What follows belongs to an exercise in optimizing a design on an open flow for small area; a production flow would make more cautious choices.
In this exercise RTL edits were held to simulation tests only and were not proved equivalent to the original.
Power and IR drop assume default switching activity.

<file path="flow/flow/run.sh">
#!/bin/bash
# Own layout flow: the standard ORFS flow (standard.sh, unchanged synthesis),
# with the port buffers made of the smallest buffer cell and a clock tree
# built without dummy loads. Every tool's output goes to a log file here.
set -euo pipefail
export BUFFER_PORTS_ARGS="-buffer_cell sky130_fd_sc_hd__buf_1"
export CTS_ARGS="-sink_clustering_enable -repair_clock_nets -dont_use_dummy_load -root_buf sky130_fd_sc_hd__clkbuf_8 -buf_list sky130_fd_sc_hd__clkbuf_4"
bash standard.sh > standard_flow.log 2>&1
</file>
<file path="flow/design.v">
module tx_drain #(
    parameter [31:0] DESC_MEM_BASE = 32'h4A10_2000,
    parameter [31:0] DESC_MEM_SIZE = 32'h0000_8000,
    parameter integer WALK_LIMIT   = 1024
) (
    input  wire        clk,
    input  wire        rst,
    input  wire        start,
    input  wire [31:0] head,
    output wire        ready,
    output wire        mem_req,
    output wire        mem_we,
    output wire [31:0] mem_addr,
    output wire [31:0] mem_wdata,
    input  wire        mem_gnt,
    input  wire [31:0] mem_rdata,
    output wire        tx_valid,
    output wire [7:0]  tx_data,
    input  wire        tx_ready,
    output wire        done,
    output wire [1:0]  status,
    output wire [31:0] cp
);
    localparam [32:0] WIN_LO = {1'b0, DESC_MEM_BASE};
    localparam [32:0] WIN_HI = {1'b0, DESC_MEM_BASE} + {1'b0, DESC_MEM_SIZE};
    localparam [31:0] POLY   = 32'hEDB88320;
    function integer win_bits;
        input integer dummy;
        integer i;
        reg [32:0] lo, hi;
        begin
            lo = WIN_LO;
            hi = (WIN_HI > 33'd0) ? WIN_HI - 33'd1 : 33'd0;
            win_bits = 32;
            for (i = 31; i >= 4; i = i - 1)
                if ((lo >> i) == (hi >> i))
                    win_bits = i;
        end
    endfunction
    function integer count_bits;
        input integer n;
        integer i;
        begin
            count_bits = 1;
            for (i = 1; i < 32; i = i + 1)
                if ((n >> i) != 0)
                    count_bits = i + 1;
        end
    endfunction
    localparam integer AW = win_bits(0);
    localparam [31:0]  WIN_TOP = DESC_MEM_BASE;    
    localparam integer OW = (DESC_MEM_SIZE > 32'd16) ? count_bits(DESC_MEM_SIZE - 32'd16) : 1;
    localparam integer VW = (WALK_LIMIT >= 255) ? count_bits(WALK_LIMIT) : 8;
    localparam [VW-1:0] VIS_INIT = {VW{1'b1}} << 5;   
    localparam [4:0] S_IDLE = 5'd0,
                     S_INIT = 5'd1,    
                     S_PREQ = 5'd2,    
                     S_PLD  = 5'd3,    
                     S_PTX  = 5'd4,    
                     S_PCRC = 5'd5,    
                     S_COUT = 5'd6,    
                     S_CTX  = 5'd7,    
                     S_V3D  = 5'd8,
                     S_V1D  = 5'd9,
                     S_V2D  = 5'd10,
                     S_V0D  = 5'd11,
                     S_CPD  = 5'd12,
                     S_WD   = 5'd13,
                     S_WD2  = 5'd14,
                     S_V0R  = 5'd16,   
                     S_V1R  = 5'd17,   
                     S_V2R  = 5'd18,   
                     S_V3R  = 5'd19,   
                     S_WW   = 5'd20,   
                     S_CPR  = 5'd21,   
                     S_WR2  = 5'd22,   
                     S_WR   = 5'd23,   
                     S_DOK  = 5'd28,   
                     S_DOWN = 5'd29,
                     S_DWLK = 5'd30,
                     S_DOOR = 5'd31;
    reg  [4:0]    st;
    reg  [OW-1:0] cur;       
    reg  [OW-1:0] sa;        
    reg           onfirst;   
    reg           ws;        
    reg           pc;        
    reg  [31:0]   paddr;     
    reg           c16;       
    reg  [15:0]   remain;    
    reg  [31:0]   crc;
    reg  [7:0]    txr;       
    reg  [VW-1:0] vis;       
    reg  [2:0]    cnt;       
    function in_range;
        input [31:0] a;
        begin
            in_range = (WIN_HI >= 33'd16) && ({1'b0, a} >= WIN_LO) &&
                       ({1'b0, a} <= WIN_HI - 33'd16);
        end
    endfunction
    wire more = (remain != 16'd0);
    wire          usesa = onfirst | ~ws;
    wire [OW-1:0] dbase = usesa ? sa : cur;
    reg  [3:0]    doff;
    always @(*) begin
        case (st)
            S_V1R, S_CPR:       doff = 4'd4;
            S_V2R:              doff = 4'd8;
            S_V3R, S_WR, S_WW:  doff = 4'd12;
            S_WR2:              doff = 4'd14;
            default:            doff = 4'd0;
        endcase
    end
    wire          dsel = st[4] & ~st[3];
    wire [AW-1:0] dlo  = WIN_TOP[AW-1:0] + {{(AW-OW){1'b0}}, dbase} + {{(AW-4){1'b0}}, doff};
    wire [31:0]   daddr;
    generate
        if (AW < 32) begin : g_daddr
            assign daddr = {WIN_TOP[31:AW], dlo};
        end else begin : g_daddr_full
            assign daddr = dlo;
        end
    endgenerate
    wire carries = c16;
    assign mem_addr  = dsel ? daddr : paddr;
    assign mem_req   = dsel || (st == S_PREQ && more && !carries) ||
                       (st == S_PCRC && cnt == 3'd6 && more);
    assign mem_we    = (st == S_WW);
    assign mem_wdata = {vis[7:0], txr, remain};
    assign tx_valid  = (st == S_PTX) || (st == S_CTX);
    assign tx_data   = txr;
    assign ready     = (st == S_IDLE);
    assign done      = (st[4:2] == 3'b111);
    assign status    = st[1:0];
    assign cp        = paddr;
    reg  cstep, cfill;        
    reg  addoff, pinc, rdec;
    always @(*) begin
        cstep  = 1'b0;
        cfill  = 1'b1;
        addoff = (st == S_V2D);
        pinc   = 1'b0;
        rdec   = 1'b0;
        case (st)
            S_INIT: cstep = vis[VW-1];
            S_PTX:  begin cfill = 1'b0; cstep = tx_ready; end
            S_PCRC: begin
                cfill = 1'b0;
                cstep = !(cnt == 3'd6 && more) || mem_gnt;
                pinc  = (cnt == 3'd7) && more;
                rdec  = pinc;
            end
            S_PLD:  begin pinc = 1'b1; rdec = 1'b1; end
            S_COUT: cstep = 1'b1;
            S_CTX:  rdec = tx_ready;     
            default: ;
        endcase
    end
    wire        fbx = ~cfill & (crc[0] ^ txr[0]);
    wire [31:0] crc_step = {fbx | cfill, crc[31:1]} ^ ({32{fbx}} & {1'b0, POLY[30:0]});
    wire [15:0] pb = addoff ? mem_rdata[31:16] : 16'd0;
    reg  [31:0] psum;
    reg         pc16, pcy;
    integer     i;
    always @(*) begin
        pcy = pinc;
        for (i = 0; i < 8; i = i + 1) begin
            psum[i] = paddr[i] ^ pb[i] ^ pcy;
            pcy     = (paddr[i] & pb[i]) | (pcy & (paddr[i] ^ pb[i]));
        end
        for (i = 8; i < 16; i = i + 1) begin
            psum[i] = paddr[i] ^ pb[i] ^ pcy;
            pcy     = (paddr[i] & pb[i]) | (pcy & (paddr[i] ^ pb[i]));
        end
        pc16 = pcy;
        pcy = c16;
        for (i = 16; i < 32; i = i + 1) begin
            psum[i] = paddr[i] ^ pcy;
            pcy     = paddr[i] & pcy;
        end
    end
    reg  [15:0] rdiff;
    reg         rb;
    always @(*) begin
        rb = rdec;
        for (i = 0; i < 16; i = i + 1) begin
            rdiff[i] = remain[i] ^ rb;
            rb       = rb & ~remain[i];
        end
    end
    reg  [VW-1:0] vsum;
    reg           vc;
    wire          vinc = (st == S_V3D) || (st == S_INIT && vis[VW-1]);
    always @(*) begin
        vc = vinc;
        for (i = 0; i < VW; i = i + 1) begin
            vsum[i] = vis[i] ^ vc;
            vc      = vc & vis[i];
        end
    end
    always @(posedge clk) begin
        if (cstep)
            crc <= crc_step;
        if ((st == S_PLD) || (st == S_PCRC && pinc) || (st == S_WD2))
            txr <= mem_rdata[7:0];
        else if (cstep)
            txr <= {cfill ? ~crc[0] : txr[0], txr[7:1]};
        if (st == S_V1D || st == S_CPD)
            paddr <= mem_rdata;
        else
            paddr <= psum;
        c16 <= pc16;
        if (st == S_V2D || st == S_WD)
            remain <= mem_rdata[15:0];
        else
            remain <= rdiff;
        if (st == S_IDLE)
            cnt <= 3'd0;
        else if (cstep)
            cnt <= cnt + 3'd1;
        if (st == S_IDLE)
            vis <= VIS_INIT;
        else if (st == S_WD)
            vis[7:0] <= {mem_rdata[31:30],
                         ws ? mem_rdata[29] : 1'b0,       
                         ws ? 1'b1 : mem_rdata[28],       
                         mem_rdata[27:24]};
        else
            vis <= vsum;
    end
    always @(posedge clk) begin
        if (rst) begin
            st <= S_IDLE;
        end else begin
            case (st)
                S_IDLE: begin
                    if (start) begin
                        sa      <= head[OW-1:0] - WIN_TOP[OW-1:0];
                        onfirst <= 1'b1;
                        ws      <= 1'b1;
                        if (WALK_LIMIT == 0)
                            st <= S_DWLK;
                        else if (!in_range(head))
                            st <= S_DOOR;
                        else
                            st <= S_INIT;
                    end
                end
                S_INIT: if (!vis[VW-1]) st <= S_V3R;
                S_V3R: if (mem_gnt) st <= S_V3D;
                S_V3D: begin
                    if (!mem_rdata[29]) begin
                        st <= S_DOWN;
                    end else begin
                        if (onfirst)
                            pc <= mem_rdata[26];
                        st <= S_V1R;
                    end
                end
                S_V1R: if (mem_gnt) st <= S_V1D;
                S_V1D: st <= S_V2R;
                S_V2R: if (mem_gnt) st <= S_V2D;
                S_V2D: st <= S_PREQ;
                S_PREQ: begin
                    if (!more)
                        st <= S_V0R;
                    else if (mem_req && mem_gnt)
                        st <= S_PLD;
                end
                S_PLD: st <= S_PTX;
                S_PTX: begin
                    if (tx_ready) begin
                        st  <= S_PCRC;
                    end
                end
                S_PCRC: begin
                    if (cstep && cnt == 3'd7)
                        st <= more ? S_PTX : S_V0R;
                end
                S_V0R: if (mem_gnt) st <= S_V0D;
                S_V0D: begin
                    if (mem_rdata == 32'd0) begin
                        st <= pc ? S_CPR : S_COUT;
                    end else if (vis >= WALK_LIMIT) begin
                        st <= S_DWLK;
                    end else if (!in_range(mem_rdata)) begin
                        st <= S_DOOR;
                    end else begin
                        cur     <= mem_rdata[OW-1:0] - WIN_TOP[OW-1:0];
                        onfirst <= 1'b0;
                        st      <= S_V3R;
                    end
                end
                S_COUT: if (cnt == 3'd7) st <= S_CTX;
                S_CTX: begin
                    if (tx_ready)
                        st <= (remain[1:0] == 2'b01) ? S_CPR : S_COUT;
                end
                S_CPR: if (mem_gnt) st <= S_CPD;
                S_CPD: begin
                    ws <= 1'b0;
                    st <= S_WR;
                end
                S_WR:  if (mem_gnt) st <= S_WD;
                S_WD:  st <= S_WR2;
                S_WR2: if (mem_gnt) st <= S_WD2;
                S_WD2: st <= S_WW;
                S_WW: begin
                    if (mem_gnt) begin
                        if (ws) begin
                            st <= S_DOK;
                        end else begin
                            ws <= 1'b1;
                            st <= S_WR;
                        end
                    end
                end
                S_DOK, S_DOWN, S_DWLK, S_DOOR: st <= S_IDLE;
                default: st <= S_IDLE;
            endcase
        end
    end
endmodule
</file>
<file path="flow/standard.sh">
#!/bin/bash
# synth_recipe.tcl (not shown) runs the flow's synth.tcl, then flattens the netlist and writes it again
# the make line also repeats each setting of config.mk as NAME=value (left out here)
make -C /OpenROAD-flow-scripts/flow DESIGN_CONFIG=/design/flow/config.mk WORK_HOME=/design/flow/orfs CLKGATE_MAP_FILE= SYNTH_SCRIPT=/design/flow/synth_recipe.tcl "${@:-finish}"
</file>
<file path="flow/constraint.sdc">
create_clock -name core_clock -period 7.0 [get_ports {clk}]
set_input_delay 1.4000 -clock core_clock [delete_from_list [all_inputs] [get_ports {clk}]]
set_output_delay 1.4000 -clock core_clock [all_outputs]
set_load 0.01 [all_outputs]
</file>
<file path="flow/config.mk">
export PLATFORM = sky130hd
export DESIGN_NAME = tx_drain
export DESIGN_NICKNAME = tx_drain
export VERILOG_FILES = /design/flow/design.v
export SDC_FILE = /design/flow/constraint.sdc
export NUM_CORES = 4
export LEC_CHECK = 0
export CAP_MARGIN = 20
export CORE_MARGIN = 2
export CORE_UTILIZATION = 70
export PLACE_DENSITY = 0.85
export SLEW_MARGIN = 20
</file>
==> flow_metrics.tcl <==
set metrics [dict create \
    wire_per_inst_um 20.4 \
    grt_overflow 0 \
    yosysWarningCount 1 \
    synth_area_mm2 0.00766 \
    gp_congestion 0.940 \
    synthFlopType "edfxtp_1" \
    clk_latency_ps 420 \
    crit_fanout 2 \
    avgSynthCellArea_um2 10.5 \
    startpoint_type "input port" \
    die_w_um 109 \
    cts.sinks 141 \
    synth_edf_count 73 \
    so.violations "setup timing" \
    die_h_um 109 \
    synth_cell_types 61 \
    r2r_start "remain[13]$_DFF_P_" \
    clkTransAtPathRegs_ps 110 \
    min_period_over_period_pct 101 \
    hold_buffers 0 \
    slew_violations 0 \
    cts_max_level 4 \
    initial_core_util_pct 71.3 \
    die_area_mm2 0.0118 \
    setup_viol 1 \
    grt_pass1_wl_um 32400 \
    irDropWorstVdd_uv 271 \
    drive_gt1_share_pct 13.3 \
    fmax_mhz 141 \
    via_per_inst 6.14 \
    num-nets-final 1036 \
    track_usage_pct 37.2 \
    cap_violations 0 \
    maxSlewHeadroom_pct 27.7 \
    n_antenna_cell 0 \
    syn_inst 732 \
    crit_type "input port to register" \
    yosys-top-cells-area "edfxtp_1 29%, dfxtp_1 18%, ha_1 7.5%" \
    drc 0 \
    fin_skew_ps 22.6 \
    fin_tns_setup_ps -89.8 \
    synth_area_leader_cell "edfxtp_1" \
    clockBufferDepth 2 \
    hp-class "register to register" \
    io_pins 180 \
    drt_wl_total_um 21200 \
    fp-row-count 38 \
    vias 6399 \
    fin_crit_ps 7090 \
    seq_area_frac_synth_pct 46.4 \
    firstDrtPassIters 6 \
    cts_made_buffers 17 \
    final_cell_mix "178 x buf_1, 83 x nand2_1, 73 x edfxtp_1" \
    grt_max_degree 52 \
    rsz0062_at_grt "true" \
    critPathRequiredTime_ps 7360 \
    portBuffers 179 \
    area_growth_syn_to_layout_pct 13.1 \
    cp-startpoint "mem_rdata[16]" \
    layout_commonest_cell "buf_1" \
    dpl.hpwl_um 15900 \
    synth-seq-cells 141 \
    cp-end-kind "register" \
    powerDensity_mw_per_mm2 418 \
    leakagePower_uw 0.00334 \
    syn_nets 864 \
    worst_pin_slew_ps 1080 \
    core_area_mm2 0.0107 \
    antenna_found_initial 0 \
    cp.arrival_ps 7450 \
    first_iter_violations 746 \
    setup_ws_ps -89.8 \
    final_hold_viol_count 0 \
    ant_nets 0 \
    first_global_vias 6269 \
    async_flop_share_pct 0 \
    clock-root-buffer "clkbuf_8" \
    whs_ps 415 \
    status "finished with violations" \
    yosysTopAreaCellShare_pct 28.6 \
    hold_start "crc[26]$_DFFE_PP_" \
    cts_tree "yes" \
]
-- path summary, 6_finish.rpt --
path,to,slack (ps),cells past startpoint
setup / recovery,paddr[15]$_DFF_P_,-90,22
hold / removal,crc[25]$_DFFE_PP_,410,0
setup reg to reg,paddr[15]$_DFF_P_,-50,24
hold reg to reg,crc[25]$_DFFE_PP_,410,0
-- metal layers --
layer	track usage, %	up-vias	part of all wire (%)	wire (um)
met2	61.9	366	49	10500
met5	0	-	0	0
met1	45.0	3025	38	8030
met3	8.14	87	8.0	1690
li1	-	2921	-	-
met4	20.6	0	4.7	999
-- logic make-up after synthesis --
| kind of cell | after synthesis | share of synthesized area [%] |
|---|---|---|
| XOR/XNOR | 34 | 3.89 |
| AO/OA/AOI/OAI | 100 | 7.92 |
| multiplexers | 54 | 7.73 |
| flip-flops | 141 | 46.4 |
| adder cells (fa/ha/maj) | 63 | 12.0 |
| AND/OR/NAND/NOR | 253 | 16.8 |
| buffers and inverters | 87 | 5.31 |
-- state kept, by name, indices dropped and copies added (netlist names) --
| signal | count |
|---|---|
| crc | 32 |
| paddr | 32 |
| remain | 16 |
| cur | 15 |
| sa | 15 |
| vis | 11 |
| txr | 8 |
| st | 5 |
| cnt | 3 |
| c16 | 1 |
| onfirst | 1 |
| pc | 1 |
| ws | 1 |
-- cell usage after synthesis, types with 7 or more instances --
master    instances
mux2_2           41
clkbuf_1         21
nand4_1           9
nand2_1          83
buf_4            18
mux2i_1          13
nand2b_1         10
xnor2_1          24
a21oi_1          25
nor2_1           34
dfxtp_1          68
ha_1             46
fa_1             17
nor2b_1           7
inv_1            37
o21ai_0          44
xor2_1           10
nor4_1           15
nand3_1          16
and2_1           26
edfxtp_1         73
nor3_1           28
-- worst max-delay path: stages --
cell and delay (ps):
buf_2 120, and2_4 130, fa_2 330, fa_2 360
fa_2 350, fa_2 360, fa_2 360, fa_2 350
fa_2 350, fa_2 360, fa_2 350, fa_2 360
fa_2 350, fa_2 350, inv_2 70, fa_1 150
inv_1 50, fa_2 340, fa_2 350, inv_2 60
fa_1 410, a21oi_2 120
-- stage by stage --
step / util, % / setup WS (ps) / cells / power, uW / cell area [um^2]
after CTS: 80.1 / -47.4 / 1041 / 3590 / 8610
after floorplan: - / -180 / 732 / 2610 / 7690
after detailed placement: 78.6 / -593 / 1024 / 3220 / 8450
final: 80.6 / -89.8 / 1042 / 3620 / 8660
after global placement: 78.6 / -442 / 1024 / 3120 / 8450
after global routing: 80.6 / -255 / 1042 / 3860 / 8660
-- layout make-up --
cell class / instances / area, um^2
clock buffer: 17 / 134
fill: 670 / 2080
inverter: 38 / 143
multi-input combinational: 504 / 3810
sequential: 141 / 3560
tap: 140 / 175
timing repair buffer: 202 / 846
-- report_power, final --
group,switching (uW),internal (uW),total [uW]
sequential,255,1270,1530
combinational,1070,662,1730
clock,243,119,362
total,1560,2060,3620
-- what timing repair did --
item / CTS / global route
setup buffers: 0 / 1
pin swaps: 3 / 4
gates resized for setup: 9 / 8
setup endpoints to repair: 2 / 3

## port drivers added, routing unchanged
How much do the figures lean on ideal ports? The routed layout below was timed once more, with nothing changed but the port constraints.
Step 1, drivers: a clkbuf_16 drives clk and a buf_2 each remaining input, both assumed.
Step 2 adds t to the input delays and takes it off the output delays; t is the mean of the earliest and latest rising clock arrival at the registers after step 1. Input paths then give back, and output paths get back, about the clock's delay inside the block.
Three values: no drivers, after step 1, after step 2; two values: the first two.
t, ns: 0.449
setup WS [ns]: -0.090 / -0.083 / -0.531
worst setup path at the end: input to register
pins driven straight from the clock port: 1
For this run, drivers alone change the setup slack by +0.007 ns; drivers and shift together by -0.441 ns.
